Background: an optimization exercise with open tools, aiming at small area and few clock cycles. Do not read the settings as production practice.
No functional check of the RTL was part of any run shown here.
Power and IR drop assume default switching activity.

`design.v`:
```
module mono_raster (
    input             clk,
    input             rst,
    input             start,
    input             cfg_dither,
    input      [15:0] cfg_width,
    input      [15:0] cfg_height,
    output            idle,
    output            err,
    input             pix_valid,
    input      [31:0] pix_data,
    output            pix_ready,
    output            out_valid,
    output     [7:0]  out_data,
    output            out_last,
    input             out_ready
);
    localparam MAXW = 384;
    localparam FD   = 2;         
    localparam S_IDLE  = 2'd0;
    localparam S_PIX   = 2'd2;
    localparam S_DRAIN = 2'd3;
    reg  [1:0]  state;
    reg         err_r;
    reg         mode_d;
    reg  [8:0]  wm1;         
    reg  [15:0] rows;        
    reg         first_row;
    reg  [2:0]  hdr_cnt;     
    reg  [8:0]  slot;        
    reg  [8:0]  col;         
    reg  [7:0]  acc;
    reg         ov;
    reg  [7:0]  od;
    reg         ol;
    reg  [7:0]         ring [0:MAXW-1];     
    reg  signed [6:0]  right_q38;           
    reg  signed [5:0]  prev_q14;            
    wire out_free = !ov || out_ready;
    wire hdr_done = hdr_cnt[2];
    assign idle      = (state == S_IDLE);
    assign err       = err_r;
    assign out_valid = ov;
    assign out_data  = od;
    assign out_last  = ol;
    wire cfg_bad = (cfg_width == 16'd0) || (cfg_width > MAXW) || (cfg_height == 16'd0);
    wire [7:0] sm0 = wm1[7:0] | 8'd7;
    wire [7:0] sm1 = sm0 | {1'b0, sm0[7:1]};
    wire [7:0] sm2 = sm1 | {2'b0, sm1[7:2]};
    wire [7:0] sm3 = sm2 | {4'b0, sm2[7:4]};
    wire [8:0] lm1 = wm1[8] ? {wm1[8:4], 4'hF} : {1'b0, sm3};
    wire [5:0] bw = wm1[8:3] + 6'd1;
    reg  [7:0] hdr_byte;
    always @(*) begin
        case (hdr_cnt[1:0])
            2'd0: hdr_byte = {2'b00, bw};
            2'd1: hdr_byte = 8'd0;
            2'd2: hdr_byte = rows[7:0];
            default: hdr_byte = rows[15:8];
        endcase
    end
    wire [7:0] in_val;
    mr_conv u_conv (.px(pix_data), .md(mode_d), .q(in_val));
    reg  [7:0] fifo [0:FD-1];
    reg        f_wp, f_rp;
    reg  [1:0] f_cnt;
    wire       f_empty = (f_cnt == 2'd0);
    wire [7:0] luma    = fifo[f_rp];
    wire last_col  = (slot == wm1);
    wire last_slot = (slot == lm1);
    wire last_row  = (rows == 16'd1);
    wire byte_done = (slot[2:0] == 3'd7) || last_col;
    reg  [7:0] tapv;
    always @(*) begin
        case (lm1)
            9'd7:    tapv = ring[7];
            9'd15:   tapv = ring[15];
            9'd31:   tapv = ring[31];
            9'd63:   tapv = ring[63];
            9'd127:  tapv = ring[127];
            9'd255:  tapv = ring[255];
            9'd271:  tapv = ring[271];
            9'd287:  tapv = ring[287];
            9'd303:  tapv = ring[303];
            9'd319:  tapv = ring[319];
            9'd335:  tapv = ring[335];
            9'd351:  tapv = ring[351];
            9'd367:  tapv = ring[367];
            default: tapv = ring[383];
        endcase
    end
    wire signed [9:0] below = first_row ? 10'sd0 : {{2{tapv[7]}}, tapv};
    wire signed [9:0] right = (slot == 9'd0) ? 10'sd0 : {{3{right_q38[6]}}, right_q38};
    wire signed [9:0] gval  = $signed({2'b00, luma}) + right + below;
    wire              white = !gval[9] && (gval[8] || gval[7]);
    wire [7:0]        qerr  = white ? gval[7:0] + 8'd1 : gval[7:0];
    wire              neg   = qerr[7];
    wire signed [9:0] qerr3 = $signed({qerr[7], qerr, 1'b0}) + $signed({{2{qerr[7]}}, qerr});
    wire signed [9:0] q38w  = qerr3 + {7'd0, neg, neg, neg};
    wire signed [6:0] q38   = q38w[9:3];
    wire signed [7:0] q14w  = $signed(qerr) + {6'd0, neg, neg};
    wire signed [5:0] q14   = q14w[7:2];
    wire signed [7:0] next_below = {q38[6], q38} + ((slot == 9'd0) ? 8'sd0 : {{2{prev_q14[5]}}, prev_q14});
    wire       bit_v   = mode_d ? !white : !luma[2];
    wire [7:0] acc_new = acc | ({7'd0, bit_v} << (3'd7 - slot[2:0]));
    wire pix_fire = (state == S_PIX) && !f_empty && (slot == col) && (!byte_done || (hdr_done && out_free));
    assign pix_ready = (state == S_PIX) && (f_cnt != FD);
    wire in_fire = pix_valid && pix_ready;
    integer k;
    always @(posedge clk) begin
        ring[0] <= pix_fire ? next_below : tapv;
        for (k = 1; k < MAXW; k = k + 1)
            ring[k] <= ring[k-1];
        if (pix_fire) begin
            right_q38 <= q38;
            prev_q14  <= q14;
        end
        if (in_fire)
            fifo[f_wp] <= in_val;
    end
    always @(posedge clk) begin
        if (rst) begin
            state     <= S_IDLE;
            err_r     <= 1'b0;
            mode_d    <= 1'b0;
            wm1       <= 9'd0;
            rows      <= 16'd0;
            first_row <= 1'b1;
            hdr_cnt   <= 3'd4;
            slot      <= 9'd0;
            col       <= 9'd0;
            acc       <= 8'd0;
            ov        <= 1'b0;
            od        <= 8'd0;
            ol        <= 1'b0;
            f_wp      <= 1'b0;
            f_rp      <= 1'b0;
            f_cnt     <= 2'd0;
        end else begin
            if (out_ready)
                ov <= 1'b0;
            if (in_fire)
                f_wp <= !f_wp;
            if (pix_fire)
                f_rp <= !f_rp;
            f_cnt <= f_cnt + in_fire - pix_fire;
            case (state)
                S_IDLE: begin
                    if (start) begin
                        if (cfg_bad) begin
                            err_r <= 1'b1;
                        end else begin
                            err_r     <= 1'b0;
                            mode_d    <= cfg_dither;
                            wm1       <= cfg_width[8:0] - 9'd1;
                            rows      <= cfg_height;
                            first_row <= 1'b1;
                            hdr_cnt   <= 3'd0;
                            slot      <= 9'd0;
                            col       <= 9'd0;
                            acc       <= 8'd0;
                            state     <= S_PIX;
                        end
                    end
                end
                S_PIX: begin
                    if (!(first_row && col == 9'd0 && !pix_fire))
                        slot <= last_slot ? 9'd0 : slot + 9'd1;
                    if (!hdr_done && out_free) begin
                        ov      <= 1'b1;
                        od      <= hdr_byte;
                        ol      <= 1'b0;
                        hdr_cnt <= hdr_cnt + 3'd1;
                    end
                    if (pix_fire) begin
                        if (byte_done) begin
                            ov  <= 1'b1;
                            od  <= acc_new;
                            ol  <= last_col && last_row;
                            acc <= 8'd0;
                        end else begin
                            acc <= acc_new;
                        end
                        if (last_col) begin
                            col       <= 9'd0;
                            rows      <= rows - 16'd1;
                            first_row <= 1'b0;
                            if (last_row)
                                state <= S_DRAIN;
                        end else begin
                            col <= col + 9'd1;
                        end
                    end
                end
                default: begin  
                    if (out_free)
                        state <= S_IDLE;
                end
            endcase
        end
    end
endmodule
module mr_conv (input [31:0] px, input md, output [7:0] q);
    wire tr = (px[31:24] == 8'd0);
    wire [7:0] r = px[23:16] | {8{tr}};
    wire [7:0] g = px[15:8] | {8{tr}};
    wire [7:0] b = px[7:0] | {8{tr}};
    wire ntie = !((!px[1] & !px[8] & px[9] & px[10]) | (!px[8] & !px[9] & px[10] & !px[11]) | (!px[8] & px[9] & px[10] & !px[21]) | (px[1] & !px[8] & !px[9] & !px[10] & !px[21]) | (px[1] & px[8] & px[11] & px[21]) | (px[1] & px[10] & !px[11] & !px[21]));
    wire c1 = r[0] ^ (!md & g[0]) ^ !md;
    wire c2 = (r[0] & (!md & g[0])) | (r[0] & !md) | ((!md & g[0]) & !md);
    wire c3 = r[1] ^ r[0] ^ g[0];
    wire c4 = (r[1] & r[0]) | (r[1] & g[0]) | (r[0] & g[0]);
    wire c5 = (!md & g[1]) ^ (!md & b[0]) ^ !md;
    wire c6 = ((!md & g[1]) & (!md & b[0])) | ((!md & g[1]) & !md) | ((!md & b[0]) & !md);
    wire c7 = r[2] ^ r[1] ^ g[1];
    wire c8 = (r[2] & r[1]) | (r[2] & g[1]) | (r[1] & g[1]);
    wire c9 = (md ? g[0] : g[2]) ^ (!md & b[1]) ^ !md;
    wire c10 = ((md ? g[0] : g[2]) & (!md & b[1])) | ((md ? g[0] : g[2]) & !md) | ((!md & b[1]) & !md);
    wire c11 = r[3] ^ r[2] ^ r[0];
    wire c12 = (r[3] & r[2]) | (r[3] & r[0]) | (r[2] & r[0]);
    wire c13 = g[2] ^ (md ? g[1] : g[3]) ^ (!md & g[0]);
    wire c14 = (g[2] & (md ? g[1] : g[3])) | (g[2] & (!md & g[0])) | ((md ? g[1] : g[3]) & (!md & g[0]));
    wire c15 = (!md & b[2]) ^ !md;
    wire c16 = (!md & b[2]) & !md;
    wire c17 = r[4] ^ r[3] ^ r[1];
    wire c18 = (r[4] & r[3]) | (r[4] & r[1]) | (r[3] & r[1]);
    wire c19 = g[3] ^ b[0] ^ (md ? g[2] : g[4]);
    wire c20 = (g[3] & b[0]) | (g[3] & (md ? g[2] : g[4])) | (b[0] & (md ? g[2] : g[4]));
    wire c21 = (!md & g[1]) ^ (!md & b[3]) ^ !md;
    wire c22 = ((!md & g[1]) & (!md & b[3])) | ((!md & g[1]) & !md) | ((!md & b[3]) & !md);
    wire c23 = r[5] ^ r[4] ^ r[2];
    wire c24 = (r[5] & r[4]) | (r[5] & r[2]) | (r[4] & r[2]);
    wire c25 = g[4] ^ b[1] ^ b[0];
    wire c26 = (g[4] & b[1]) | (g[4] & b[0]) | (b[1] & b[0]);
    wire c27 = (!md & r[0]) ^ (md ? g[3] : g[5]) ^ (!md & g[2]);
    wire c28 = ((!md & r[0]) & (md ? g[3] : g[5])) | ((!md & r[0]) & (!md & g[2])) | ((md ? g[3] : g[5]) & (!md & g[2]));
    wire c29 = (!md & b[4]) ^ !md;
    wire c30 = (!md & b[4]) & !md;
    wire c31 = r[6] ^ r[5] ^ r[3];
    wire c32 = (r[6] & r[5]) | (r[6] & r[3]) | (r[5] & r[3]);
    wire c33 = g[5] ^ g[0] ^ b[2];
    wire c34 = (g[5] & g[0]) | (g[5] & b[2]) | (g[0] & b[2]);
    wire c35 = b[1] ^ (!md & r[1]) ^ (md ? g[4] : g[6]);
    wire c36 = (b[1] & (!md & r[1])) | (b[1] & (md ? g[4] : g[6])) | ((!md & r[1]) & (md ? g[4] : g[6]));
    wire c37 = (!md & g[3]) ^ (!md & b[5]) ^ (!md & b[0]);
    wire c38 = ((!md & g[3]) & (!md & b[5])) | ((!md & g[3]) & (!md & b[0])) | ((!md & b[5]) & (!md & b[0]));
    wire c39 = r[7] ^ r[6] ^ r[4];
    wire c40 = (r[7] & r[6]) | (r[7] & r[4]) | (r[6] & r[4]);
    wire c41 = g[6] ^ g[1] ^ b[3];
    wire c42 = (g[6] & g[1]) | (g[6] & b[3]) | (g[1] & b[3]);
    wire c43 = b[2] ^ (md ? r[0] : r[2]) ^ (md ? g[5] : g[7]);
    wire c44 = (b[2] & (md ? r[0] : r[2])) | (b[2] & (md ? g[5] : g[7])) | ((md ? r[0] : r[2]) & (md ? g[5] : g[7]));
    wire c45 = (!md & g[4]) ^ (!md & b[6]) ^ (!md & b[1]);
    wire c46 = ((!md & g[4]) & (!md & b[6])) | ((!md & g[4]) & (!md & b[1])) | ((!md & b[6]) & (!md & b[1]));
    wire c47 = r[7] ^ r[5] ^ g[7];
    wire c48 = (r[7] & r[5]) | (r[7] & g[7]) | (r[5] & g[7]);
    wire c49 = g[2] ^ b[4] ^ b[3];
    wire c50 = (g[2] & b[4]) | (g[2] & b[3]) | (b[4] & b[3]);
    wire c51 = (md ? r[1] : r[3]) ^ (!md & r[0]) ^ (md & g[6]);
    wire c52 = ((md ? r[1] : r[3]) & (!md & r[0])) | ((md ? r[1] : r[3]) & (md & g[6])) | ((!md & r[0]) & (md & g[6]));
    wire c53 = (!md & g[5]) ^ (md ? b[0] : b[7]) ^ (!md & b[2]);
    wire c54 = ((!md & g[5]) & (md ? b[0] : b[7])) | ((!md & g[5]) & (!md & b[2])) | ((md ? b[0] : b[7]) & (!md & b[2]));
    wire c55 = r[6] ^ g[3] ^ g[0];
    wire c56 = (r[6] & g[3]) | (r[6] & g[0]) | (g[3] & g[0]);
    wire c57 = b[5] ^ b[4] ^ (md ? r[2] : r[4]);
    wire c58 = (b[5] & b[4]) | (b[5] & (md ? r[2] : r[4])) | (b[4] & (md ? r[2] : r[4]));
    wire c59 = (!md & r[1]) ^ (md & g[7]) ^ (!md & g[6]);
    wire c60 = ((!md & r[1]) & (md & g[7])) | ((!md & r[1]) & (!md & g[6])) | ((md & g[7]) & (!md & g[6]));
    wire c61 = (md & b[1]) ^ (!md & b[3]) ^ !md;
    wire c62 = ((md & b[1]) & (!md & b[3])) | ((md & b[1]) & !md) | ((!md & b[3]) & !md);
    wire c63 = r[7] ^ g[4] ^ g[1];
    wire c64 = (r[7] & g[4]) | (r[7] & g[1]) | (g[4] & g[1]);
    wire c65 = b[6] ^ b[5] ^ (md ? r[3] : r[5]);
    wire c66 = (b[6] & b[5]) | (b[6] & (md ? r[3] : r[5])) | (b[5] & (md ? r[3] : r[5]));
    wire c67 = (md ? r[0] : r[2]) ^ (md ? g[0] : g[7]) ^ (md & b[2]);
    wire c68 = ((md ? r[0] : r[2]) & (md ? g[0] : g[7])) | ((md ? r[0] : r[2]) & (md & b[2])) | ((md ? g[0] : g[7]) & (md & b[2]));
    wire c69 = g[5] ^ g[2] ^ b[7];
    wire c70 = (g[5] & g[2]) | (g[5] & b[7]) | (g[2] & b[7]);
    wire c71 = b[6] ^ (md ? r[4] : r[6]) ^ (md ? r[1] : r[3]);
    wire c72 = (b[6] & (md ? r[4] : r[6])) | (b[6] & (md ? r[1] : r[3])) | ((md ? r[4] : r[6]) & (md ? r[1] : r[3]));
    wire c73 = (md & g[1]) ^ (md & b[3]) ^ (md ? b[1] : b[5]);
    wire c74 = ((md & g[1]) & (md & b[3])) | ((md & g[1]) & (md ? b[1] : b[5])) | ((md & b[3]) & (md ? b[1] : b[5]));
    wire c75 = (md & r[0]) ^ (md & b[0]);
    wire c76 = (md & r[0]) & (md & b[0]);
    wire c77 = g[6] ^ g[3] ^ b[7];
    wire c78 = (g[6] & g[3]) | (g[6] & b[7]) | (g[3] & b[7]);
    wire c79 = (md ? r[5] : r[7]) ^ (md ? r[2] : r[4]) ^ (md & g[2]);
    wire c80 = ((md ? r[5] : r[7]) & (md ? r[2] : r[4])) | ((md ? r[5] : r[7]) & (md & g[2])) | ((md ? r[2] : r[4]) & (md & g[2]));
    wire c81 = (md & b[4]) ^ (md ? b[2] : b[6]) ^ (md & r[1]);
    wire c82 = ((md & b[4]) & (md ? b[2] : b[6])) | ((md & b[4]) & (md & r[1])) | ((md ? b[2] : b[6]) & (md & r[1]));
    wire c83 = (md & g[0]) ^ (md & b[1]) ^ (md & b[0]);
    wire c84 = ((md & g[0]) & (md & b[1])) | ((md & g[0]) & (md & b[0])) | ((md & b[1]) & (md & b[0]));
    wire c85 = g[7] ^ g[4] ^ (md & r[6]);
    wire c86 = (g[7] & g[4]) | (g[7] & (md & r[6])) | (g[4] & (md & r[6]));
    wire c87 = (md ? r[3] : r[5]) ^ (md & g[3]) ^ (md & b[5]);
    wire c88 = ((md ? r[3] : r[5]) & (md & g[3])) | ((md ? r[3] : r[5]) & (md & b[5])) | ((md & g[3]) & (md & b[5]));
    wire c89 = (md ? b[3] : b[7]) ^ (md & r[2]) ^ (md & g[1]);
    wire c90 = ((md ? b[3] : b[7]) & (md & r[2])) | ((md ? b[3] : b[7]) & (md & g[1])) | ((md & r[2]) & (md & g[1]));
    wire c91 = (md & b[2]) ^ (md & b[1]) ^ !md;
    wire c92 = ((md & b[2]) & (md & b[1])) | ((md & b[2]) & !md) | ((md & b[1]) & !md);
    wire c93 = g[5] ^ (md & r[7]) ^ (md ? r[4] : r[6]);
    wire c94 = (g[5] & (md & r[7])) | (g[5] & (md ? r[4] : r[6])) | ((md & r[7]) & (md ? r[4] : r[6]));
    wire c95 = (md & g[4]) ^ (md & b[6]) ^ (md & b[4]);
    wire c96 = ((md & g[4]) & (md & b[6])) | ((md & g[4]) & (md & b[4])) | ((md & b[6]) & (md & b[4]));
    wire c97 = (md & r[3]) ^ (md & r[0]) ^ (md & g[2]);
    wire c98 = ((md & r[3]) & (md & r[0])) | ((md & r[3]) & (md & g[2])) | ((md & r[0]) & (md & g[2]));
    wire c99 = (md & b[3]) ^ (md & b[2]) ^ !md;
    wire c100 = ((md & b[3]) & (md & b[2])) | ((md & b[3]) & !md) | ((md & b[2]) & !md);
    wire c101 = g[6] ^ (md ? r[5] : r[7]) ^ (md & g[5]);
    wire c102 = (g[6] & (md ? r[5] : r[7])) | (g[6] & (md & g[5])) | ((md ? r[5] : r[7]) & (md & g[5]));
    wire c103 = (md & b[7]) ^ (md & b[5]) ^ (md & r[4]);
    wire c104 = ((md & b[7]) & (md & b[5])) | ((md & b[7]) & (md & r[4])) | ((md & b[5]) & (md & r[4]));
    wire c105 = (md & r[1]) ^ (md & g[3]) ^ (md & g[0]);
    wire c106 = ((md & r[1]) & (md & g[3])) | ((md & r[1]) & (md & g[0])) | ((md & g[3]) & (md & g[0]));
    wire c107 = (md & b[4]) ^ (md & b[3]) ^ !md;
    wire c108 = ((md & b[4]) & (md & b[3])) | ((md & b[4]) & !md) | ((md & b[3]) & !md);
    wire c109 = g[7] ^ (md & r[6]) ^ (md & g[6]);
    wire c110 = (g[7] & (md & r[6])) | (g[7] & (md & g[6])) | ((md & r[6]) & (md & g[6]));
    wire c111 = (md & b[6]) ^ (md & r[5]) ^ (md & r[2]);
    wire c112 = ((md & b[6]) & (md & r[5])) | ((md & b[6]) & (md & r[2])) | ((md & r[5]) & (md & r[2]));
    wire c113 = (md & g[4]) ^ (md & g[1]) ^ (md & b[5]);
    wire c114 = ((md & g[4]) & (md & g[1])) | ((md & g[4]) & (md & b[5])) | ((md & g[1]) & (md & b[5]));
    wire c115 = (md & r[7]) ^ (md & g[7]) ^ (md & b[7]);
    wire c116 = ((md & r[7]) & (md & g[7])) | ((md & r[7]) & (md & b[7])) | ((md & g[7]) & (md & b[7]));
    wire c117 = (md & r[6]) ^ (md & r[3]) ^ (md & g[5]);
    wire c118 = ((md & r[6]) & (md & r[3])) | ((md & r[6]) & (md & g[5])) | ((md & r[3]) & (md & g[5]));
    wire c119 = (md & g[2]) ^ (md & b[6]) ^ (md & b[5]);
    wire c120 = ((md & g[2]) & (md & b[6])) | ((md & g[2]) & (md & b[5])) | ((md & b[6]) & (md & b[5]));
    wire c121 = (md & r[7]) ^ (md & r[4]) ^ (md & g[6]);
    wire c122 = ((md & r[7]) & (md & r[4])) | ((md & r[7]) & (md & g[6])) | ((md & r[4]) & (md & g[6]));
    wire c123 = (md & g[3]) ^ (md & b[7]) ^ (md & b[6]);
    wire c124 = ((md & g[3]) & (md & b[7])) | ((md & g[3]) & (md & b[6])) | ((md & b[7]) & (md & b[6]));
    wire c125 = (md & r[5]) ^ (md & g[7]) ^ (md & g[4]);
    wire c126 = ((md & r[5]) & (md & g[7])) | ((md & r[5]) & (md & g[4])) | ((md & g[7]) & (md & g[4]));
    wire c127 = c2 ^ c3 ^ c5;
    wire c128 = (c2 & c3) | (c2 & c5) | (c3 & c5);
    wire c129 = c4 ^ c6 ^ c7;
    wire c130 = (c4 & c6) | (c4 & c7) | (c6 & c7);
    wire c131 = c8 ^ c10 ^ c11;
    wire c132 = (c8 & c10) | (c8 & c11) | (c10 & c11);
    wire c133 = c13 ^ c15;
    wire c134 = c13 & c15;
    wire c135 = c12 ^ c14 ^ c16;
    wire c136 = (c12 & c14) | (c12 & c16) | (c14 & c16);
    wire c137 = c17 ^ c19 ^ c21;
    wire c138 = (c17 & c19) | (c17 & c21) | (c19 & c21);
    wire c139 = c18 ^ c20 ^ c22;
    wire c140 = (c18 & c20) | (c18 & c22) | (c20 & c22);
    wire c141 = c23 ^ c25 ^ c27;
    wire c142 = (c23 & c25) | (c23 & c27) | (c25 & c27);
    wire c143 = c24 ^ c26 ^ c28;
    wire c144 = (c24 & c26) | (c24 & c28) | (c26 & c28);
    wire c145 = c30 ^ c31 ^ c33;
    wire c146 = (c30 & c31) | (c30 & c33) | (c31 & c33);
    wire c147 = c35 ^ c37;
    wire c148 = c35 & c37;
    wire c149 = c32 ^ c34 ^ c36;
    wire c150 = (c32 & c34) | (c32 & c36) | (c34 & c36);
    wire c151 = c38 ^ c39 ^ c41;
    wire c152 = (c38 & c39) | (c38 & c41) | (c39 & c41);
    wire c153 = c43 ^ c45 ^ !md;
    wire c154 = (c43 & c45) | (c43 & !md) | (c45 & !md);
    wire c155 = c40 ^ c42 ^ c44;
    wire c156 = (c40 & c42) | (c40 & c44) | (c42 & c44);
    wire c157 = c46 ^ c47 ^ c49;
    wire c158 = (c46 & c47) | (c46 & c49) | (c47 & c49);
    wire c159 = c51 ^ c53;
    wire c160 = c51 & c53;
    wire c161 = c48 ^ c50 ^ c52;
    wire c162 = (c48 & c50) | (c48 & c52) | (c50 & c52);
    wire c163 = c54 ^ c55 ^ c57;
    wire c164 = (c54 & c55) | (c54 & c57) | (c55 & c57);
    wire c165 = c59 ^ c61;
    wire c166 = c59 & c61;
    wire c167 = c56 ^ c58 ^ c60;
    wire c168 = (c56 & c58) | (c56 & c60) | (c58 & c60);
    wire c169 = c62 ^ c63 ^ c65;
    wire c170 = (c62 & c63) | (c62 & c65) | (c63 & c65);
    wire c171 = c67 ^ (md ? b[0] : b[4]);
    wire c172 = c67 & (md ? b[0] : b[4]);
    wire c173 = c64 ^ c66 ^ c68;
    wire c174 = (c64 & c66) | (c64 & c68) | (c66 & c68);
    wire c175 = c69 ^ c71 ^ c73;
    wire c176 = (c69 & c71) | (c69 & c73) | (c71 & c73);
    wire c177 = c70 ^ c72 ^ c74;
    wire c178 = (c70 & c72) | (c70 & c74) | (c72 & c74);
    wire c179 = c76 ^ c77 ^ c79;
    wire c180 = (c76 & c77) | (c76 & c79) | (c77 & c79);
    wire c181 = c81 ^ c83 ^ !md;
    wire c182 = (c81 & c83) | (c81 & !md) | (c83 & !md);
    wire c183 = c78 ^ c80 ^ c82;
    wire c184 = (c78 & c80) | (c78 & c82) | (c80 & c82);
    wire c185 = c84 ^ c85 ^ c87;
    wire c186 = (c84 & c85) | (c84 & c87) | (c85 & c87);
    wire c187 = c89 ^ c91;
    wire c188 = c89 & c91;
    wire c189 = c86 ^ c88 ^ c90;
    wire c190 = (c86 & c88) | (c86 & c90) | (c88 & c90);
    wire c191 = c92 ^ c93 ^ c95;
    wire c192 = (c92 & c93) | (c92 & c95) | (c93 & c95);
    wire c193 = c97 ^ c99;
    wire c194 = c97 & c99;
    wire c195 = c94 ^ c96 ^ c98;
    wire c196 = (c94 & c96) | (c94 & c98) | (c96 & c98);
    wire c197 = c100 ^ c101 ^ c103;
    wire c198 = (c100 & c101) | (c100 & c103) | (c101 & c103);
    wire c199 = c105 ^ c107;
    wire c200 = c105 & c107;
    wire c201 = c102 ^ c104 ^ c106;
    wire c202 = (c102 & c104) | (c102 & c106) | (c104 & c106);
    wire c203 = c108 ^ c109 ^ c111;
    wire c204 = (c108 & c109) | (c108 & c111) | (c109 & c111);
    wire c205 = c113 ^ (md & b[4]);
    wire c206 = c113 & (md & b[4]);
    wire c207 = c110 ^ c112 ^ c114;
    wire c208 = (c110 & c112) | (c110 & c114) | (c112 & c114);
    wire c209 = c115 ^ c117 ^ c119;
    wire c210 = (c115 & c117) | (c115 & c119) | (c117 & c119);
    wire c211 = c116 ^ c118 ^ c120;
    wire c212 = (c116 & c118) | (c116 & c120) | (c118 & c120);
    wire c213 = c121 ^ c123;
    wire c214 = c121 & c123;
    wire c215 = c122 ^ c124 ^ c125;
    wire c216 = (c122 & c124) | (c122 & c125) | (c124 & c125);
    wire c217 = c126 ^ (md & r[6]) ^ (md & g[5]);
    wire c218 = (c126 & (md & r[6])) | (c126 & (md & g[5])) | ((md & r[6]) & (md & g[5]));
    wire c219 = c128 ^ c129 ^ c9;
    wire c220 = (c128 & c129) | (c128 & c9) | (c129 & c9);
    wire c221 = c130 ^ c131 ^ c133;
    wire c222 = (c130 & c131) | (c130 & c133) | (c131 & c133);
    wire c223 = c132 ^ c134 ^ c135;
    wire c224 = (c132 & c134) | (c132 & c135) | (c134 & c135);
    wire c225 = c136 ^ c138 ^ c139;
    wire c226 = (c136 & c138) | (c136 & c139) | (c138 & c139);
    wire c227 = c141 ^ c29;
    wire c228 = c141 & c29;
    wire c229 = c140 ^ c142 ^ c143;
    wire c230 = (c140 & c142) | (c140 & c143) | (c142 & c143);
    wire c231 = c145 ^ c147;
    wire c232 = c145 & c147;
    wire c233 = c144 ^ c146 ^ c148;
    wire c234 = (c144 & c146) | (c144 & c148) | (c146 & c148);
    wire c235 = c149 ^ c151 ^ c153;
    wire c236 = (c149 & c151) | (c149 & c153) | (c151 & c153);
    wire c237 = c150 ^ c152 ^ c154;
    wire c238 = (c150 & c152) | (c150 & c154) | (c152 & c154);
    wire c239 = c155 ^ c157 ^ c159;
    wire c240 = (c155 & c157) | (c155 & c159) | (c157 & c159);
    wire c241 = c156 ^ c158 ^ c160;
    wire c242 = (c156 & c158) | (c156 & c160) | (c158 & c160);
    wire c243 = c161 ^ c163 ^ c165;
    wire c244 = (c161 & c163) | (c161 & c165) | (c163 & c165);
    wire c245 = c162 ^ c164 ^ c166;
    wire c246 = (c162 & c164) | (c162 & c166) | (c164 & c166);
    wire c247 = c167 ^ c169 ^ c171;
    wire c248 = (c167 & c169) | (c167 & c171) | (c169 & c171);
    wire c249 = c168 ^ c170 ^ c172;
    wire c250 = (c168 & c170) | (c168 & c172) | (c170 & c172);
    wire c251 = c173 ^ c175 ^ c75;
    wire c252 = (c173 & c175) | (c173 & c75) | (c175 & c75);
    wire c253 = c174 ^ c176 ^ c177;
    wire c254 = (c174 & c176) | (c174 & c177) | (c176 & c177);
    wire c255 = c179 ^ c181;
    wire c256 = c179 & c181;
    wire c257 = c178 ^ c180 ^ c182;
    wire c258 = (c178 & c180) | (c178 & c182) | (c180 & c182);
    wire c259 = c183 ^ c185 ^ c187;
    wire c260 = (c183 & c185) | (c183 & c187) | (c185 & c187);
    wire c261 = c184 ^ c186 ^ c188;
    wire c262 = (c184 & c186) | (c184 & c188) | (c186 & c188);
    wire c263 = c189 ^ c191 ^ c193;
    wire c264 = (c189 & c191) | (c189 & c193) | (c191 & c193);
    wire c265 = c190 ^ c192 ^ c194;
    wire c266 = (c190 & c192) | (c190 & c194) | (c192 & c194);
    wire c267 = c195 ^ c197 ^ c199;
    wire c268 = (c195 & c197) | (c195 & c199) | (c197 & c199);
    wire c269 = c196 ^ c198 ^ c200;
    wire c270 = (c196 & c198) | (c196 & c200) | (c198 & c200);
    wire c271 = c201 ^ c203 ^ c205;
    wire c272 = (c201 & c203) | (c201 & c205) | (c203 & c205);
    wire c273 = c202 ^ c204 ^ c206;
    wire c274 = (c202 & c204) | (c202 & c206) | (c204 & c206);
    wire c275 = c207 ^ c209;
    wire c276 = c207 & c209;
    wire c277 = c208 ^ c210 ^ c211;
    wire c278 = (c208 & c210) | (c208 & c211) | (c210 & c211);
    wire c279 = c212 ^ c214 ^ c215;
    wire c280 = (c212 & c214) | (c212 & c215) | (c214 & c215);
    wire c281 = c218 ^ (md & r[7]) ^ (md & g[6]);
    wire c282 = (c218 & (md & r[7])) | (c218 & (md & g[6])) | ((md & r[7]) & (md & g[6]));
    wire c283 = c222 ^ c223 ^ c137;
    wire c284 = (c222 & c223) | (c222 & c137) | (c223 & c137);
    wire c285 = c224 ^ c225 ^ c227;
    wire c286 = (c224 & c225) | (c224 & c227) | (c225 & c227);
    wire c287 = c226 ^ c228 ^ c229;
    wire c288 = (c226 & c228) | (c226 & c229) | (c228 & c229);
    wire c289 = c230 ^ c232 ^ c233;
    wire c290 = (c230 & c232) | (c230 & c233) | (c232 & c233);
    wire c291 = c234 ^ c236 ^ c237;
    wire c292 = (c234 & c236) | (c234 & c237) | (c236 & c237);
    wire c293 = c238 ^ c240 ^ c241;
    wire c294 = (c238 & c240) | (c238 & c241) | (c240 & c241);
    wire c295 = c242 ^ c244 ^ c245;
    wire c296 = (c242 & c244) | (c242 & c245) | (c244 & c245);
    wire c297 = c246 ^ c248 ^ c249;
    wire c298 = (c246 & c248) | (c246 & c249) | (c248 & c249);
    wire c299 = c250 ^ c252 ^ c253;
    wire c300 = (c250 & c252) | (c250 & c253) | (c252 & c253);
    wire c301 = c254 ^ c256 ^ c257;
    wire c302 = (c254 & c256) | (c254 & c257) | (c256 & c257);
    wire c303 = c258 ^ c260 ^ c261;
    wire c304 = (c258 & c260) | (c258 & c261) | (c260 & c261);
    wire c305 = c262 ^ c264 ^ c265;
    wire c306 = (c262 & c264) | (c262 & c265) | (c264 & c265);
    wire c307 = c266 ^ c268 ^ c269;
    wire c308 = (c266 & c268) | (c266 & c269) | (c268 & c269);
    wire c309 = c270 ^ c272 ^ c273;
    wire c310 = (c270 & c272) | (c270 & c273) | (c272 & c273);
    wire c311 = c274 ^ c276 ^ c277;
    wire c312 = (c274 & c276) | (c274 & c277) | (c276 & c277);
    wire c313 = c278 ^ c279 ^ (md & b[7]);
    wire c314 = (c278 & c279) | (c278 & (md & b[7])) | (c279 & (md & b[7]));
    wire c315 = c280 ^ c216 ^ c217;
    wire c316 = (c280 & c216) | (c280 & c217) | (c216 & c217);
    wire c317 = c286 ^ c287 ^ c231;
    wire c318 = (c286 & c287) | (c286 & c231) | (c287 & c231);
    wire c319 = c288 ^ c289 ^ c235;
    wire c320 = (c288 & c289) | (c288 & c235) | (c289 & c235);
    wire c321 = c290 ^ c291 ^ c239;
    wire c322 = (c290 & c291) | (c290 & c239) | (c291 & c239);
    wire c323 = c292 ^ c293 ^ c243;
    wire c324 = (c292 & c293) | (c292 & c243) | (c293 & c243);
    wire c325 = c294 ^ c295 ^ c247;
    wire c326 = (c294 & c295) | (c294 & c247) | (c295 & c247);
    wire c327 = c296 ^ c297 ^ c251;
    wire c328 = (c296 & c297) | (c296 & c251) | (c297 & c251);
    wire c329 = c298 ^ c299 ^ c255;
    wire c330 = (c298 & c299) | (c298 & c255) | (c299 & c255);
    wire c331 = c300 ^ c301 ^ c259;
    wire c332 = (c300 & c301) | (c300 & c259) | (c301 & c259);
    wire c333 = c302 ^ c303 ^ c263;
    wire c334 = (c302 & c303) | (c302 & c263) | (c303 & c263);
    wire c335 = c304 ^ c305 ^ c267;
    wire c336 = (c304 & c305) | (c304 & c267) | (c305 & c267);
    wire c337 = c306 ^ c307 ^ c271;
    wire c338 = (c306 & c307) | (c306 & c271) | (c307 & c271);
    wire c339 = c308 ^ c309 ^ c275;
    wire c340 = (c308 & c309) | (c308 & c275) | (c309 & c275);
    wire c341 = c310 ^ c311 ^ c213;
    wire c342 = (c310 & c311) | (c310 & c213) | (c311 & c213);
    wire c343 = c342 ^ c312 ^ c313;
    wire c344 = (c342 & c312) | (c342 & c313) | (c312 & c313);
    wire c345 = c344 ^ c314 ^ c315;
    wire c346 = (c344 & c314) | (c344 & c315) | (c314 & c315);
    wire c347 = c346 ^ c316 ^ c281;
    wire c348 = (c346 & c316) | (c346 & c281) | (c316 & c281);
    wire c349 = c348 ^ c282 ^ (md & g[7]);
    wire c350 = (c348 & c282) | (c348 & (md & g[7])) | (c282 & (md & g[7]));
    wire c351 = (c1 & (!md & ntie)) | (1'b0 & (c1 ^ (!md & ntie)));
    wire c352 = (c127 & 1'b0) | (c351 & (c127 ^ 1'b0));
    wire c353 = (c219 & 1'b0) | (c352 & (c219 ^ 1'b0));
    wire c354 = (c220 & c221) | (c353 & (c220 ^ c221));
    wire c355 = (c283 & 1'b0) | (c354 & (c283 ^ 1'b0));
    wire c356 = (c284 & c285) | (c355 & (c284 ^ c285));
    wire c357 = (c317 & 1'b0) | (c356 & (c317 ^ 1'b0));
    wire c358 = (c318 & c319) | (c357 & (c318 ^ c319));
    wire c359 = (c320 & c321) | (c358 & (c320 ^ c321));
    wire c360 = (c322 & c323) | (c359 & (c322 ^ c323));
    wire c361 = (c324 & c325) | (c360 & (c324 ^ c325));
    wire c362 = (c326 & c327) | (c361 & (c326 ^ c327));
    wire c363 = (c328 & c329) | (c362 & (c328 ^ c329));
    wire c364 = (c330 & c331) | (c363 & (c330 ^ c331));
    wire c365 = (c332 & c333) | (c364 & (c332 ^ c333));
    wire c366 = (c334 & c335) | (c365 & (c334 ^ c335));
    wire c367 = c336 ^ c337 ^ c366;
    wire c368 = (c336 & c337) | (c366 & (c336 ^ c337));
    wire c369 = c338 ^ c339 ^ c368;
    wire c370 = (c338 & c339) | (c368 & (c338 ^ c339));
    wire c371 = c340 ^ c341 ^ c370;
    wire c372 = (c340 & c341) | (c370 & (c340 ^ c341));
    wire c373 = c343 ^ 1'b0 ^ c372;
    wire c374 = (c343 & 1'b0) | (c372 & (c343 ^ 1'b0));
    wire c375 = c345 ^ 1'b0 ^ c374;
    wire c376 = (c345 & 1'b0) | (c374 & (c345 ^ 1'b0));
    wire c377 = c347 ^ 1'b0 ^ c376;
    wire c378 = (c347 & 1'b0) | (c376 & (c347 ^ 1'b0));
    wire c379 = c349 ^ 1'b0 ^ c378;
    wire c380 = (c349 & 1'b0) | (c378 & (c349 ^ 1'b0));
    wire c381 = c350 ^ 1'b0 ^ c380;
    wire c382 = (c350 & 1'b0) | (c380 & (c350 ^ 1'b0));
    assign q = {c381, c379, c377, c375, c373, c371, c369, c367};
endmodule
```
`run.sh`:
```
#!/bin/bash
# synth_recipe.tcl (not shown) runs the flow's synth.tcl, then flattens the netlist and writes it again
# the make line also repeats each setting of config.mk as NAME=value (left out here)
make -C /OpenROAD-flow-scripts/flow DESIGN_CONFIG=/design/flow/config.mk WORK_HOME=/design/flow/orfs CLKGATE_MAP_FILE= SYNTH_SCRIPT=/design/flow/synth_recipe.tcl finish
```
`config.mk`:
```
export PLATFORM = sky130hd
export DESIGN_NAME = mono_raster
export DESIGN_NICKNAME = mono_raster
export VERILOG_FILES = /design/flow/design.v
export SDC_FILE = /design/flow/constraint.sdc
export NUM_CORES = 4
export LEC_CHECK = 0
export CAP_MARGIN = 20
export CORE_MARGIN = 2
export CORE_UTILIZATION = 40
export CTS_BUF_LIST = sky130_fd_sc_hd__clkbuf_8
export CTS_CLUSTER_DIAMETER = 40
export CTS_CLUSTER_SIZE = 20
export SLEW_MARGIN = 20
```
`constraint.sdc`:
```
create_clock -name core_clock -period 22.0 [get_ports {clk}]
set_input_delay 4.4000 -clock core_clock [delete_from_list [all_inputs] [get_ports {clk}]]
set_output_delay 4.4000 -clock core_clock [all_outputs]
set_load 0.01 [all_outputs]
```
==> metrics.cfg, run 1 <==
[outcome]
status=no timing/DRC/antenna violations

[global_routing]
overflow=0
grt_pass1_vias=29800
grt_pass1_wl_microns=168000
grt_max_degree=62
track_usage_pct=11.3
antenna_found_initial=9

[logic_synthesis]
yosys_register_bits=3175
yosysUniqueCellTypes=93
seq_area_frac_synth_pct=85.5
synth_common_cells=3,146 x dfxtp_1, 256 x inv_1, 161 x fa_1
ys_warn_count=2
syn_inst=4591
dominantRegCellSynth=dfxtp_1
synth_top_area_share_pct=84.3
synth_area_leaders=dfxtp_1 84%, fa_1 4.3%, ha_1 1.4%
synth_area_sq_um=74700
synth-edff-count=29
syn_area_per_cell_sq_um=16.3
yosysMostFrequentCell=dfxtp_1
syn_nets=4903
synthArstFlopShare_pct=0
synth_top_cell_by_area=dfxtp_1

[timing]
relSlewSlack_pct=27.0
worst_pin_slew_ps=1090
final_hold_viol_count=0
fin_crit_ps=11770
setup_viol=0
fmax_mhz=84.9
setup_tns_ps=0
rsz0062_at_grt=false
fin_skew_ps=38.0
slew_violations=0
period_share_pct=53.5
layout_setup_ws_ps=10230

[detailed_routing]
via_per_inst=4.00
drc=0
vias=29700
drt-total-wl_microns=107000
drt_iter0_drc=1476
detail-route-antenna-nets=0
wl_per_cell_microns=14.4
dr.pass1.iters=7

[clock_tree]
cts_tree=built
cts.sinks=3175
cts_buffers=207
cts_max_level=4
hold_buffers=0
path_clk_slew_ps=110
ctsLongestPathBuffers=3
ctsRootBufferMaster=clkbuf_8
clk_latency_ps=950
cts_setup_buffers=0
postCtsResizedCells=0

[worst_setup_path]
r2r_start=wm1[7]
cpMostUsedCell=fa_1
crit_type=in2reg
r2r_cells=36
crit_required_ps=22680
crit_family=adder cells
crit_arrival_ps=12450
critPathMaxStageDelay_ps=580
endpoint_kind=register
path_max_fanout=29
timing.rr.end=ring[0][7]
critPathLaunchType=input pin
cp_num_buf_inv=6
cp_slowest_cell=or4_1
reg2reg_slack_ps=12640

[cells_and_area]
postLayoutCellArea_sq_um=82700
synthToLayoutAreaGrowth_pct=10.8
fin_cells=7436
multi_input_area_sq_um=9580
seq_area_sq_um=63900
drive_above_1_share_pct=7.50
layout.nets=5145
n_fill_cell=16400

[die]
start_util_pct=40.3
die_area_sq_um=190000
core-area_sq_um=185000
die_w_microns=436
rows=158
io_pins=83
fp.dieH_microns=436

[power]
vdd_ir_drop_max_mv=0.0747
totalPowerFinal_mw=9.00
pwr_density_cell_nw_per_um2=109
p_leak_nw=33.0

[hold_path]
min_path_type=reg2reg
worstHoldEndpoint=ring[355][0]
min_from=ring[354][0]
hold_depth=0

[placed_design]
port_buffers=82
dp_cells=7104
pre_cts_ws_ps=9120
place.gp.congestion=0.804
dpl_cell_area_sq_um=78400
dp_hpwl_microns=68800

[run]
maxCapViolations=0

power breakdown:
| part | total, mW | internal [mW] | switching [mW] | leakage (nW) |
|---|---|---|---|---|
| Clock | 2.87 | 1.12 | 1.75 | 2.22 |
| Combinational | 0.365 | 0.157 | 0.208 | 5.19 |
| Sequential | 5.76 | 5.76 | 0.00119 | 25.6 |
cells by family (layout without fill, tap and decap cells):
group                    count (synthesis)  count (layout)  share of synthesized area, %
adder cells (fa/ha/maj)                242             242                          5.67
XOR/XNOR                                89              89                          1.05
multiplexers                            39              39                         0.534
buffers and inverters                  324             681                          1.72
AND/OR/NAND/NOR                        452             452                          3.01
AO/OA/AOI/OAI                          270             270                          2.52
other                                    0               8                             0
flip-flops                            3175            3175                          85.5
registers in the layout, indices dropped and copies added (netlist names), named ones only:
signal     cells
slot           9
f_cnt          2
right_q38      7
f_wp           1
wm1            9
od             8
ov             1
err_r          1
rows          16
ring        3072
hdr_cnt        3
fifo          16
ol             1
col            9
f_rp           1
first_row      1
prev_q14       6
state          2
acc            8
mode_d         1
metrics by stage:
step | util (%) | hold WS [ps]
2_1_floorplan | - | 310
3_3_place_gp | 42.3 | 310
3_5_place_dp | 42.3 | 312
4_1_cts | 44.6 | 295
5_1_grt | 44.6 | 300
6_report | 44.6 | 297
cell usage in the layout, fill, tap and decap left out, types with 34 or more instances in the layout:
cell type	instances
nor2_1	147
clkbuf_8	225
ha_1	81
mux2i_1	34
fa_1	161
inv_1	268
clkdlybuf4s50_1	81
xnor2_1	57
dfxtp_1	3145
o21ai_0	57
nand2_1	111
a21oi_1	56
layer usage:
layer  GRT usage [%]  wire length (microns)
met1            17.0                  56900
met2            16.1                  43700
met3            2.20                   4050
met4            4.15                   2360
met5               0                    105
area by class of cell:
type / count / area share (%)
Sequential cell: 3175 / 77.2
Multi-Input combinational cell: 1092 / 11.6
Tap cell: 2480 / 3.75
Clock buffer: 225 / 3.74
Clock inverter: 99 / 1.41
Inverter: 257 / 1.17
Timing Repair Buffer: 100 / 1.15
Antenna cell: 8 / 0.0242
worst max-delay path by stage:
| stage | from | end | cells after the start |
|---|---|---|---|
| final | pix_data[25] | fifo[1][7] | 29 |
| after global routing | pix_data[25] | fifo[0][7] | 30 |
| after CTS | pix_data[29] | fifo[1][7] | 30 |
| after detailed placement | pix_data[29] | fifo[1][7] | 30 |
| after global placement | pix_data[25] | fifo[0][7] | 30 |
| after floorplan | pix_data[25] | fifo[0][7] | 28 |
==> inputs of run 2 (changes only) <==
--- a/design.v
+++ b/design.v
@@ -35,5 +35,11 @@
     reg         ol;
-    reg  [7:0]         ring [0:MAXW-1];     
-    reg  signed [6:0]  right_q38;           
-    reg  signed [5:0]  prev_q14;            
+    reg  [7:0]         seg0 [0:7];
+    reg  [7:0]         seg1 [0:7];
+    reg  [7:0]         seg2 [0:15];
+    reg  [7:0]         seg3 [0:31];
+    reg  [7:0]         seg4 [0:63];
+    reg  [7:0]         seg5 [0:127];
+    reg  [7:0]         seg6 [0:127];
+    reg  [6:0]         right_q38;           
+    reg  [5:0]         prev_q14;            
     wire out_free = !ov || out_ready;
@@ -46,7 +52,3 @@
     wire cfg_bad = (cfg_width == 16'd0) || (cfg_width > MAXW) || (cfg_height == 16'd0);
-    wire [7:0] sm0 = wm1[7:0] | 8'd7;
-    wire [7:0] sm1 = sm0 | {1'b0, sm0[7:1]};
-    wire [7:0] sm2 = sm1 | {2'b0, sm1[7:2]};
-    wire [7:0] sm3 = sm2 | {4'b0, sm2[7:4]};
-    wire [8:0] lm1 = wm1[8] ? {wm1[8:4], 4'hF} : {1'b0, sm3};
+    wire [8:0] lm1 = {wm1[8:3], 3'b111};
     wire [5:0] bw = wm1[8:3] + 6'd1;
@@ -72,33 +74,33 @@
     wire byte_done = (slot[2:0] == 3'd7) || last_col;
-    reg  [7:0] tapv;
-    always @(*) begin
-        case (lm1)
-            9'd7:    tapv = ring[7];
-            9'd15:   tapv = ring[15];
-            9'd31:   tapv = ring[31];
-            9'd63:   tapv = ring[63];
-            9'd127:  tapv = ring[127];
-            9'd255:  tapv = ring[255];
-            9'd271:  tapv = ring[271];
-            9'd287:  tapv = ring[287];
-            9'd303:  tapv = ring[303];
-            9'd319:  tapv = ring[319];
-            9'd335:  tapv = ring[335];
-            9'd351:  tapv = ring[351];
-            9'd367:  tapv = ring[367];
-            default: tapv = ring[383];
-        endcase
-    end
-    wire signed [9:0] below = first_row ? 10'sd0 : {{2{tapv[7]}}, tapv};
-    wire signed [9:0] right = (slot == 9'd0) ? 10'sd0 : {{3{right_q38[6]}}, right_q38};
-    wire signed [9:0] gval  = $signed({2'b00, luma}) + right + below;
-    wire              white = !gval[9] && (gval[8] || gval[7]);
-    wire [7:0]        qerr  = white ? gval[7:0] + 8'd1 : gval[7:0];
-    wire              neg   = qerr[7];
-    wire signed [9:0] qerr3 = $signed({qerr[7], qerr, 1'b0}) + $signed({{2{qerr[7]}}, qerr});
-    wire signed [9:0] q38w  = qerr3 + {7'd0, neg, neg, neg};
-    wire signed [6:0] q38   = q38w[9:3];
-    wire signed [7:0] q14w  = $signed(qerr) + {6'd0, neg, neg};
-    wire signed [5:0] q14   = q14w[7:2];
-    wire signed [7:0] next_below = {q38[6], q38} + ((slot == 9'd0) ? 8'sd0 : {{2{prev_q14[5]}}, prev_q14});
+    wire [7:0] o0 = seg0[7];
+    wire [7:0] o1 = wm1[3] ? seg1[7] : o0;
+    wire [7:0] o2 = wm1[4] ? seg2[15] : o1;
+    wire [7:0] o3 = wm1[5] ? seg3[31] : o2;
+    wire [7:0] o4 = wm1[6] ? seg4[63] : o3;
+    wire [7:0] o5 = (wm1[7] || wm1[8]) ? seg5[127] : o4;
+    wire [7:0] tapv = wm1[8] ? seg6[127] : o5;
+    wire [7:0] below_u = first_row ? 8'h80 : {!tapv[7], tapv[6:0]};
+    wire [6:0] right_u = (slot == 9'd0) ? 7'h40 : {!right_q38[6], right_q38[5:0]};
+    wire [7:0] cs_s = luma ^ below_u ^ {1'b0, right_u};
+    wire [7:0] cs_c = (luma & below_u) | (luma & {1'b0, right_u}) | (below_u & {1'b0, right_u});
+    wire [9:0] u;
+    mr_add #(.W(10)) u_add_v (.a({2'b00, cs_s}), .b({1'b0, cs_c, 1'b0}), .ci(1'b0), .s(u));
+    wire       white = u[9] || (u[8] && (u[7] || u[6]));     
+    wire [7:0] vlo = {u[7] ^ u[6], !u[6], u[5:0]};           
+    wire [7:0] qerr;
+    mr_add #(.W(8)) u_add_e (.a(vlo), .b(8'd0), .ci(white), .s(qerr));
+    wire       neg = qerr[7];
+    wire [9:0] e2  = {qerr[7], qerr, 1'b0};
+    wire [9:0] e1  = {{2{qerr[7]}}, qerr};
+    wire [9:0] e3s = e2 ^ e1 ^ {7'd0, neg, neg, neg};
+    wire [9:0] e3c = (e2 & e1) | ((e2 | e1) & {7'd0, neg, neg, neg});
+    wire [9:0] q38w;
+    mr_add #(.W(10)) u_add_q38 (.a(e3s), .b({e3c[8:0], 1'b0}), .ci(1'b0), .s(q38w));
+    wire [6:0] q38 = q38w[9:3];
+    wire [7:0] q14w;
+    mr_add #(.W(8)) u_add_q14 (.a(qerr), .b({6'd0, neg, neg}), .ci(1'b0), .s(q14w));
+    wire [5:0] q14 = q14w[7:2];
+    wire [5:0] prev_g = (slot == 9'd0) ? 6'd0 : prev_q14;
+    wire [7:0] next_below;
+    mr_add #(.W(8)) u_add_nb (.a({q38[6], q38}), .b({{2{prev_g[5]}}, prev_g}), .ci(1'b0), .s(next_below));
     wire       bit_v   = mode_d ? !white : !luma[2];
@@ -110,5 +112,23 @@
     always @(posedge clk) begin
-        ring[0] <= pix_fire ? next_below : tapv;
-        for (k = 1; k < MAXW; k = k + 1)
-            ring[k] <= ring[k-1];
+        seg0[0] <= pix_fire ? next_below : tapv;
+        seg1[0] <= o0;
+        seg2[0] <= o1;
+        seg3[0] <= o2;
+        seg4[0] <= o3;
+        seg5[0] <= o4;
+        seg6[0] <= o5;
+        for (k = 1; k < 8; k = k + 1) begin
+            seg0[k] <= seg0[k-1];
+            seg1[k] <= seg1[k-1];
+        end
+        for (k = 1; k < 16; k = k + 1)
+            seg2[k] <= seg2[k-1];
+        for (k = 1; k < 32; k = k + 1)
+            seg3[k] <= seg3[k-1];
+        for (k = 1; k < 64; k = k + 1)
+            seg4[k] <= seg4[k-1];
+        for (k = 1; k < 128; k = k + 1) begin
+            seg5[k] <= seg5[k-1];
+            seg6[k] <= seg6[k-1];
+        end
         if (pix_fire) begin
@@ -202,2 +222,18 @@
 endmodule
+module mr_add #(parameter W = 8) (
+    input  [W-1:0] a,
+    input  [W-1:0] b,
+    input          ci,
+    output [W-1:0] s
+);
+    wire [W:0] c;
+    assign c[0] = ci;
+    genvar i;
+    generate
+        for (i = 0; i < W; i = i + 1) begin : bit_
+            assign s[i]   = a[i] ^ b[i] ^ c[i];
+            assign c[i+1] = (a[i] & b[i]) | (c[i] & (a[i] ^ b[i]));
+        end
+    endgenerate
+endmodule
 module mr_conv (input [31:0] px, input md, output [7:0] q);
--- a/config.mk
+++ b/config.mk
@@ -10,5 +10,5 @@
 export CORE_UTILIZATION = 40
-export CTS_BUF_LIST = sky130_fd_sc_hd__clkbuf_8
+export CTS_BUF_LIST = sky130_fd_sc_hd__clkbuf_16
 export CTS_CLUSTER_DIAMETER = 40
-export CTS_CLUSTER_SIZE = 20
+export CTS_CLUSTER_SIZE = 45
 export SLEW_MARGIN = 20
==> metrics.cfg, run 2 <==
[cells_and_area]
synthToLayoutAreaGrowth_pct=18.7
n_fill_cell=15600  ; -5.4%
most-common-layout-cells=3,145 x dfxtp_1, 300 x clkbuf_16, 285 x inv_1, 178 x fa_1, 115 x nor2_1
drive_above_1_share_pct=11.2  ; +3.7 points
layout_commonest_cell=dfxtp_1
layout.nets=5127  ; -0.35%
reg.largest.list=seg5 x1024, seg6 x1024, seg4 x512

[hold_path]
min_path_type=reg2reg

[timing]
period_share_pct=55.2  ; +1.7 points
setup_viol=0  ; unchanged
fin_skew_ps=107  ; +69.3 ps
slew_violations=0  ; unchanged
fmax_mhz=82.3  ; -3.1%
fin_crit_ps=12150  ; +375 ps
worst_pin_slew_ps=1060  ; -34.4 ps
setup_tns_ps=0  ; unchanged
layout_setup_ws_ps=9850  ; -375 ps
final_hold_viol_count=0  ; unchanged
rsz0062_at_grt=false
relSlewSlack_pct=29.1  ; +2.2 points

[run]
maxCapViolations=0  ; unchanged

[placed_design]
place.gp.congestion=0.807  ; +0.31%
dp_hpwl_microns=65000  ; -5.6%
port_buffers=82  ; unchanged
pre_cts_ws_ps=8870  ; -249 ps

[worst_setup_path]
crit_type=in2reg
path_max_fanout=35  ; +21%
critPathMaxStageDelay_ps=550  ; -30 ps
cp_slowest_cell=or4_1
reg2reg_slack_ps=10240  ; -2400 ps
critPathLaunchType=input pin
crit_required_ps=22610  ; -70 ps
crit_arrival_ps=12760  ; +310 ps
cpMostUsedCell=fa_1
endpoint_kind=register

[die]
rows=157  ; -0.63%
die_w_microns=434  ; -0.42%
core-area_sq_um=183000  ; -1.1%
die_area_sq_um=189000  ; -0.84%
io_pins=83  ; unchanged
fp.dieH_microns=434  ; -0.42%
start_util_pct=40.4  ; +0.085 points

[logic_synthesis]
dominantRegCellSynth=dfxtp_1
syn_area_per_cell_sq_um=16.6  ; +1.8%
seq_area_frac_synth_pct=86.2  ; +0.73 points
yosysMostFrequentCell=dfxtp_1
synth_common_cells=3,146 x dfxtp_1, 273 x inv_1, 178 x fa_1
ys_warn_count=8  ; +6
synth_area_leaders=dfxtp_1 85%, fa_1 4.8%, inv_1 1.4%
synth_area_sq_um=74100  ; -0.85%
syn_nets=4795  ; -2.2%
synth_top_cell_by_area=dfxtp_1
syn_inst=4471  ; -2.6%
synthArstFlopShare_pct=0  ; unchanged
yosys_register_bits=3175  ; unchanged
yosysUniqueCellTypes=75  ; -19%
synth-edff-count=29  ; unchanged
synth_top_area_share_pct=85.0  ; +0.72 points

[clock_tree]
cts.sinks=3175  ; unchanged
cts_max_level=5  ; +1
clk_latency_ps=910  ; -40 ps
cts_buffers=293  ; +42%
cts_tree=built
hold_buffers=0  ; unchanged
ctsLongestPathBuffers=4  ; +1
ctsRootBufferMaster=clkbuf_16
path_clk_slew_ps=70  ; -40 ps
cts_setup_buffers=0  ; unchanged
postCtsResizedCells=0  ; unchanged

[outcome]
status=no timing/DRC/antenna violations

[detailed_routing]
drt-total-wl_microns=108000  ; +0.62%
wl_per_cell_microns=14.4  ; about the same
via_per_inst=3.98  ; -0.56%
drc=0  ; unchanged
drt_iter0_drc=1363  ; -7.7%
dr.pass1.iters=5  ; -2
detail-route-antenna-nets=0  ; unchanged
vias=29800  ; +0.11%

[global_routing]
antenna_found_initial=1  ; -8
grt_pass1_wl_microns=172000  ; +2.0%
grt_pass1_vias=30700  ; +3.3%
grt_max_degree=63  ; +1.6%
overflow=0  ; unchanged
track_usage_pct=11.7  ; +0.35 points

[power]
vdd_ir_drop_max_mv=0.105  ; +41%
pwr_density_cell_nw_per_um2=129  ; +19%
p_leak_nw=35.9  ; +8.8%

## run 2: changes by cell type after synthesis, sizes merged, moves of 17 or more
| cell | before | now |
|---|---|---|
| mux2 | 4 | 33 |
| nand2 | 111 | 64 |
| nor2 | 149 | 115 |
| fa | 161 | 178 |
| mux2i | 35 | 9 |
| xnor2 | 57 | 20 |
| o21ai | 73 | 56 |
| a221oi | 23 | 3 |
## run 2: worst max-delay path, delay by kind of cell
family                     cells  cell delay (ps)
AOI/OAI and AO/OA              4             1090
xor gates and xnor gates       1              130
adders and majority gates     13             4440
buffers and inverters          6             1030
and+or+nand+nor                6             1650
## run 2: metal layers
layer / track usage [%] / routed length, microns
met5: 0 / 0
met3: 2.80 / 4450
met1: 16.9 / 55400
met2: 16.8 / 45200
met4: 4.47 / 2710
## run 2: area by class of cell
cell class / count / area [sq um] / area share (%)
flip-flops and latches: 3175 / 63900 / 72.6
diodes: 2 / 5.00 / 0.00569
multi-input cells: 953 / 8940 / 10.2
well taps: 2464 / 3080 / 3.51
clock inverters: 212 / 2520 / 2.87
clock buffers: 300 / 7510 / 8.54
repair buffers: 104 / 981 / 1.12
inverters: 276 / 1040 / 1.18
## run 2: logic make-up (layout without fill, tap and decap cells)
group	Yosys count	count (layout)	synth area share (%)
other cells	0	2	0
mux	42	42	0.623
compound gates	265	265	2.44
buf+inv	343	892	1.76
simple gates	348	348	2.34
flops	3175	3175	86.2
xor+xnor	44	44	0.520
fa+ha+maj	254	254	6.10
## run 2: power by group
part / internal, mW / total, mW / switching [mW]
clock network: 2.82 / 5.08 / 2.26
logic: 0.167 / 0.393 / 0.226
registers: 5.87 / 5.89 / 0.0273
## run 2: stage by stage
| step | util [%] | hold slack, ps | cells | instance area [sq um] | total power [mW] |
|---|---|---|---|---|---|
| after floorplan | - | 310 | 4471 | 74100 | 6.26 |
| after global placement | 42.4 | 310 | 6971 | 77900 | 6.43 |
| after detailed placement | 42.4 | 312 | 6971 | 77900 | 6.43 |
| after CTS | 47.9 | 262 | 7483 | 87900 | 11.5 |
| after global routing | 47.9 | 267 | 7485 | 87900 | 11.8 |
| final | 47.9 | 265 | 7486 | 87900 | 11.4 |
## run 2: final timing paths
kind	start	endpoint	cells after the start
worst max-delay path	pix_data[29]	fifo[0][7]	30
worst min-delay path	seg6[12][7]	seg6[13][7]	0
worst max register to register	wm1[4]	seg0[0][7]	39
worst min register to register	seg6[12][7]	seg6[13][7]	0
==> inputs of run 3 (changes only) <==
--- a/config.mk
+++ b/config.mk
@@ -10,5 +10,5 @@
 export CORE_UTILIZATION = 40
-export CTS_BUF_LIST = sky130_fd_sc_hd__clkbuf_16
-export CTS_CLUSTER_DIAMETER = 40
-export CTS_CLUSTER_SIZE = 45
+export CTS_BUF_LIST = sky130_fd_sc_hd__clkbuf_8
+export CTS_CLUSTER_DIAMETER = 30
+export CTS_CLUSTER_SIZE = 26
 export SLEW_MARGIN = 20
==> metrics.cfg, run 3 <==
[placed_design]
place.gp.congestion=0.807  ; unchanged
port_buffers=82  ; unchanged
dp_cells=6971  ; unchanged
pre_cts_ws_ps=8870  ; unchanged
dpl_cell_area_sq_um=77900  ; unchanged
dp_hpwl_microns=65000  ; unchanged

[detailed_routing]
wl_per_cell_microns=14.1  ; -2.3%
drt_iter0_drc=1198  ; -12%
drc=0  ; unchanged
drt-total-wl_microns=108000  ; +0.48%
via_per_inst=3.94  ; -0.81%
dr.pass1.iters=5  ; unchanged
vias=30400  ; +2.0%
detail-route-antenna-nets=0  ; unchanged

[global_routing]
grt_pass1_vias=31700  ; +3.1%
grt_max_degree=63  ; unchanged
antenna_found_initial=2  ; +1
overflow=0  ; unchanged
track_usage_pct=11.7  ; +0.081 points
grt_pass1_wl_microns=173000  ; +0.85%

[worst_setup_path]
timing.rr.end=seg0[0][7]
cp_slowest_cell=or4_1
reg2reg_slack_ps=10260  ; +20 ps
path_max_fanout=35  ; unchanged
r2r_cells=39  ; unchanged
endpoint_kind=register
cpMostUsedCell=fa_1
critPathMaxStageDelay_ps=550  ; about the same
r2r_start=wm1[4]
crit_required_ps=22730  ; +120 ps
critPathLaunchType=input pin
crit_arrival_ps=12790  ; +30 ps
crit_type=in2reg

[logic_synthesis]
ys_warn_count=8  ; unchanged
yosysUniqueCellTypes=75  ; unchanged
yosys_register_bits=3175  ; unchanged
synthArstFlopShare_pct=0  ; unchanged
yosysMostFrequentCell=dfxtp_1
synth_top_area_share_pct=85.0  ; unchanged
synth_common_cells=3,146 x dfxtp_1, 273 x inv_1, 178 x fa_1
synth_top_cell_by_area=dfxtp_1
dominantRegCellSynth=dfxtp_1
synth_area_sq_um=74100  ; unchanged
syn_inst=4471  ; unchanged
syn_nets=4795  ; unchanged
synth-edff-count=29  ; unchanged
syn_area_per_cell_sq_um=16.6  ; unchanged
synth_area_leaders=dfxtp_1 85%, fa_1 4.8%, inv_1 1.4%
seq_area_frac_synth_pct=86.2  ; unchanged

[timing]
setup_viol=0  ; unchanged
worst_pin_slew_ps=1070  ; +14.1 ps
fin_skew_ps=125  ; +17.9 ps
relSlewSlack_pct=28.2  ; -0.95 points
slew_violations=0  ; unchanged
setup_tns_ps=0  ; unchanged
fmax_mhz=82.9  ; +0.75%
whs_ps=229  ; -36.0 ps
fin_crit_ps=12060  ; -90.0 ps
layout_setup_ws_ps=9940  ; +90.0 ps
final_hold_viol_count=0  ; unchanged
rsz0062_at_grt=false
period_share_pct=54.8  ; -0.41 points

[die]
rows=157  ; unchanged
io_pins=83  ; unchanged
core-area_sq_um=183000  ; unchanged
die_w_microns=434  ; unchanged
fp.dieH_microns=434  ; unchanged
start_util_pct=40.4  ; unchanged
die_area_sq_um=189000  ; unchanged

[hold_path]
min_from=seg5[9][1]
hold_depth=0  ; unchanged
min_path_type=reg2reg
worstHoldEndpoint=seg5[10][1]

[clock_tree]
hold_buffers=0  ; unchanged
postCtsResizedCells=0  ; unchanged
ctsLongestPathBuffers=4  ; unchanged
clk_latency_ps=1050  ; +140 ps
cts_setup_buffers=0  ; unchanged
cts_tree=built
cts.sinks=3175  ; unchanged
path_clk_slew_ps=90  ; +20 ps
cts_max_level=5  ; unchanged
cts_buffers=399  ; +36%
ctsRootBufferMaster=clkbuf_8

[power]
totalPowerFinal_mw=11.1  ; -2.0%
pwr_density_cell_nw_per_um2=127  ; -1.6%
vdd_ir_drop_max_mv=0.0826  ; -22%
p_leak_nw=35.9  ; about the same

[cells_and_area]
layout_commonest_cell=dfxtp_1
final_util_pct=47.7  ; -0.18 points
drive_above_1_share_pct=14.9  ; +3.7 points
fin_cells=7700  ; +2.9%
synthToLayoutAreaGrowth_pct=18.3
reg.largest.list=seg5 x1024, seg6 x1024, seg4 x512
layout.nets=5233  ; +2.1%
most-common-layout-cells=3,145 x dfxtp_1, 446 x clkbuf_8, 291 x inv_1, 178 x fa_1, 115 x nor2_1
postLayoutCellArea_sq_um=87600  ; -0.38%

[run]
maxCapViolations=0  ; unchanged

[outcome]
status=no timing/DRC/antenna violations

[run 3: cell counts after synthesis]
Identical to the previous run, type by type.
[run 3: area by class of cell]
type                            instances  area [sq um]
Fill cell                           15800         95900
Sequential cell                      3175         63900
Multi-Input combinational cell        953          8940
Clock buffer                          446          6140
Clock inverter                        276          3540
Tap cell                             2464          3080
Inverter                              276          1040
Timing Repair Buffer                  104           981
Antenna cell                            6          15.0
[run 3: worst max-delay path by stage]
stage                  from          to  slack (ps)  depth (start not counted)
6_report       pix_data[29]  fifo[1][7]        9940                         30
5_1_grt        pix_data[29]  fifo[0][7]        9570                         30
4_1_cts        pix_data[29]  fifo[1][7]       10000                         30
3_5_place_dp   pix_data[29]  fifo[0][7]        8870                         30
3_3_place_gp   pix_data[29]  fifo[0][7]        8890                         30
2_1_floorplan  pix_data[29]  fifo[0][7]       10120                         27
[run 3: critical path, delay by kind of cell]
family,cells,cell delay [ps]
compound gates,4,1100
xor+xnor,1,130
fa+ha+maj,13,4440
buf+inv,6,1030
simple gates,6,1670
[run 3: per-layer routing]
layer	wire length, microns	global-route usage, %	part of all wire (%)	vias to the layer above
li1	-	-	-	15100
met1	55600	16.7	51	14500
met2	45300	16.8	42	510
met3	4380	2.91	4.0	244
met4	2950	5.33	2.7	0
met5	0	0	0	-
[run 3: power breakdown]
group | switching, mW | internal (mW)
combinational | 0.226 | 0.167
sequential | 0.0272 | 5.87
clock | 2.18 | 2.68
[run 3: cell families after synthesis]
group	Yosys count	share of synthesized area, %
xor gates and xnor gates	44	0.520
and+or+nand+nor	348	2.34
buffers and inverters	343	1.76
AOI/OAI and AO/OA	265	2.44
muxes	42	0.623
adders and majority gates	254	6.10
DFF	3175	86.2

==> re-timing with driven ports <==
Ports are ideal in the flow. The routed layouts listed here were re-timed in OpenROAD.
Step 1 assumes that a clkbuf_16 drives the clock port and a buf_2 every other input.
Step 2, shift: input delay + t, output delay - t, t = (earliest + latest rising clock arrival at the registers) / 2. This alone moves slack from input paths to output paths.
a / b / c = ideal ports / drivers / drivers and shift; a / b = the first two.
run | t (ns) | setup WS [ns] | pins driven straight from the clock port
run 1 | 1.018 | 10.226 / 10.289 / 9.271 | 1
run 2 | 0.935 | 9.851 / 9.906 / 8.971 | 1
run 3 | 1.065 | 9.941 / 9.988 / 8.923 | 1
After both steps every run listed still meets setup and hold. The setup slack of run 3, which loses most, moves by +0.047 ns with the drivers and by -1.018 ns with both steps.
